Background: an optimization exercise with open tools, aiming at small area, a short achievable clock period and few clock cycles. Do not read the settings as production practice.
The RTL was checked by simulation tests, not by an equivalence proof against the original design.
No activity file was given, so power comes from the tool's default toggle rates.

==> flow/design.v (excerpt) <==
module frisc_core (
    input  wire        clk,
    input  wire        rst,         
    output wire        mem_req,
    output wire        mem_we,
    output wire [31:0] mem_addr,    
    output wire [3:0]  mem_be,
    output wire [31:0] mem_wdata,
    input  wire        mem_ack,
    input  wire [31:0] mem_rdata,
    input  wire [2:0]  irq,         
    input  wire        nmi,         
    output wire        nmi_ack,
    output wire        halted,
    output wire        faulted
);
Size in the first run: about 340 flip-flops, roughly 110 I/O pins.
make LEC_CHECK=0 ABC_AREA=1 CAP_MARGIN=20 CORE_MARGIN=2 CORE_UTILIZATION=30 SETUP_SLACK_MARGIN=3.0 SLEW_MARGIN=20 finish   # period 8.0 ns
run.sh (not shown) runs the stock make flow with config.mk's settings and CLKGATE_MAP_FILE= SYNTH_SCRIPT=/design/flow/synth_recipe.tcl, a recipe that flattens the netlist after the stock synthesis.
The starting point ran to the end with no violations.
Testbench counts at the start, summed over its fixed seeds: cycles 35,966.
==> next run, changes <==
SETUP_SLACK_MARGIN = 2.0   (was 3.0)
- wire length fell by 2.8%
- setup slack got worse by 0.49 ns
- worst hold slack improved by 0.015 ns
- final cell count went down by 3.7%
- first-iteration DRC count went down by 5.8%
- area after synthesis stays the same
==> next run, changes <==
SETUP_SLACK_MARGIN = 1.5   (was 2.0)
Fmax drops by 7.9%.
Design area drops by 3.7%.
Cell count drops by 1.6%.
==> next run, changes <==
ABC_AREA = default   (was 1)
Result:
- setup slack gets worse by 0.088 ns
- clock skew increases by 0.020 ns
- via count decreases by 4.3%
- combinational power decreases by 23%
- final cell count decreases by 12%
- routed wire length decreases by 6.0%
- final area increases by 7.5%
- synthesized cell count decreases by 17%
- critical path depth decreases by 4
- fmax decreases by 1.3%
- die area increases by 3.5%
==> next run, changes <==
ABC_AREA = 1   (was default)
SETUP_SLACK_MARGIN = 2.5   (was 1.5)
Outcome:
- final cell count climbs by about a fifth
- total power climbs by a quarter to a third
- wire length climbs by a few percent

Setup of maple:
frisc_core, a different RTL version from the one above (not shown whole).
For scale: ~340 flip-flops, about 110 I/O pins, ~0.030 mm² of cells after synthesis.
export LEC_CHECK = 0
export CAP_MARGIN = 20
export CORE_MARGIN = 2
export CORE_UTILIZATION = 30
export SLEW_MARGIN = 20
create_clock -name core_clock -period 8.0 [get_ports {clk}]
Testbench counts of maple, summed over its fixed seeds: cycles 35,966.
### maple -> cedar
- setting SETUP_SLACK_MARGIN to 1.5 for the first time
Notes after the runs:
In the metrics for cedar and maple, the one carrying the lower sequential share of layout area is cedar.
When cedar is measured against maple, its minimum period implied by the final worst setup slack turns out 1.31 ns lower.
Going from maple to cedar, layout overhead on the synthesized area increased by 5.9 points relative to the old numbers; cell area increased by about 5% relative to the old numbers; internal reg-to-reg setup slack increased by 0.94 ns relative to the old numbers.
cedar vs maple, last element of the critical path: regs[4][1] vs regs[7][14]

frisc_core, a different RTL version from the one above (not shown whole).
Size in the first run: about 3,900 cells after synthesis, about 350 flip-flops, roughly 110 I/O pins.
==> flow/config.mk <==
export PLATFORM = sky130hd
export DESIGN_NAME = frisc_core
export DESIGN_NICKNAME = frisc_core
export VERILOG_FILES = /design/flow/design.v
export SDC_FILE = /design/flow/constraint.sdc
export NUM_CORES = 4
export LEC_CHECK = 0
export CAP_MARGIN = 20
export CORE_MARGIN = 2
export CORE_UTILIZATION = 45
export SETUP_SLACK_MARGIN = 1.5
export SLEW_MARGIN = 20
==> flow/constraint.sdc <==
create_clock -name core_clock -period 8.0 [get_ports {clk}]
set_input_delay 1.6000 -clock core_clock [delete_from_list [all_inputs] [get_ports {clk}]]
set_output_delay 1.6000 -clock core_clock [all_outputs]
set_load 0.01 [all_outputs]
Testbench counts at the start, summed over its fixed seeds: cycles 35,966.
Edit:
--- a/flow/config.mk
+++ b/flow/config.mk
@@ -9,4 +9,5 @@
 export CORE_MARGIN = 2
-export CORE_UTILIZATION = 45
-export SETUP_SLACK_MARGIN = 1.5
+export CORE_UTILIZATION = 30
+export SETUP_SLACK_MARGIN = 2.0
 export SLEW_MARGIN = 20
+export TNS_END_PERCENT = 10
The changed run finished clean.
Global-route usage falls by 15 points.
Via count rises slightly.
Fmax rises by a few percent.
Setup slack improves by 0.16 ns.
Flip-flop and latch count does not change.
Sequential share of layout area falls by 1.1 points.
Total power rises slightly.

[separate check: timing with driven ports]
No port has a modelled driver above. Below, the same layouts with a new extraction and two added sets of constraints.
Step 1 sets driving cells, clkbuf_16 on the clock port and buf_2 on the other inputs (assumed; they add their load-dependent delay and slew).
Step 2 times the ports against the registers' clock, not the clock port: input delays grow and output delays shrink by t, the midpoint of the rising clock arrivals with the driver on.
Three values: ideal ports, drivers, drivers and shift; two values: the first two.
run	t (ns)	slack for setup (ns)	worst register clock-pin slew, ns
the first run of note 1	0.658	2.478 / 2.483 / 1.825	0.07 / 0.07
the second run of note 1	0.654	1.990 / 1.928 / 1.352	0.07 / 0.07
the third run of note 1	0.679	1.478 / 1.436 / 0.838	0.07 / 0.07
the fourth run of note 1	0.670	1.390 / 1.434 / 0.764	0.07 / 0.07
the fifth run of note 1	0.671	2.477 / 2.410 / 1.806	0.07 / 0.07
maple	0.657	0.220 / 0.263 / -0.394	0.07 / 0.07
cedar	0.655	1.528 / 1.550 / 0.904	0.07 / 0.07
the first run of note 3	0.679	1.333 / 1.315 / 0.695	0.07 / 0.07
the second run of note 3	0.651	1.497 / 1.401 / 0.749	0.08 / 0.08
Met with ideal ports but missed after step 2: setup timing in maple. The setup slack of the second run of note 3, which loses most, moves by -0.096 ns with the drivers and by -0.748 ns with both steps.
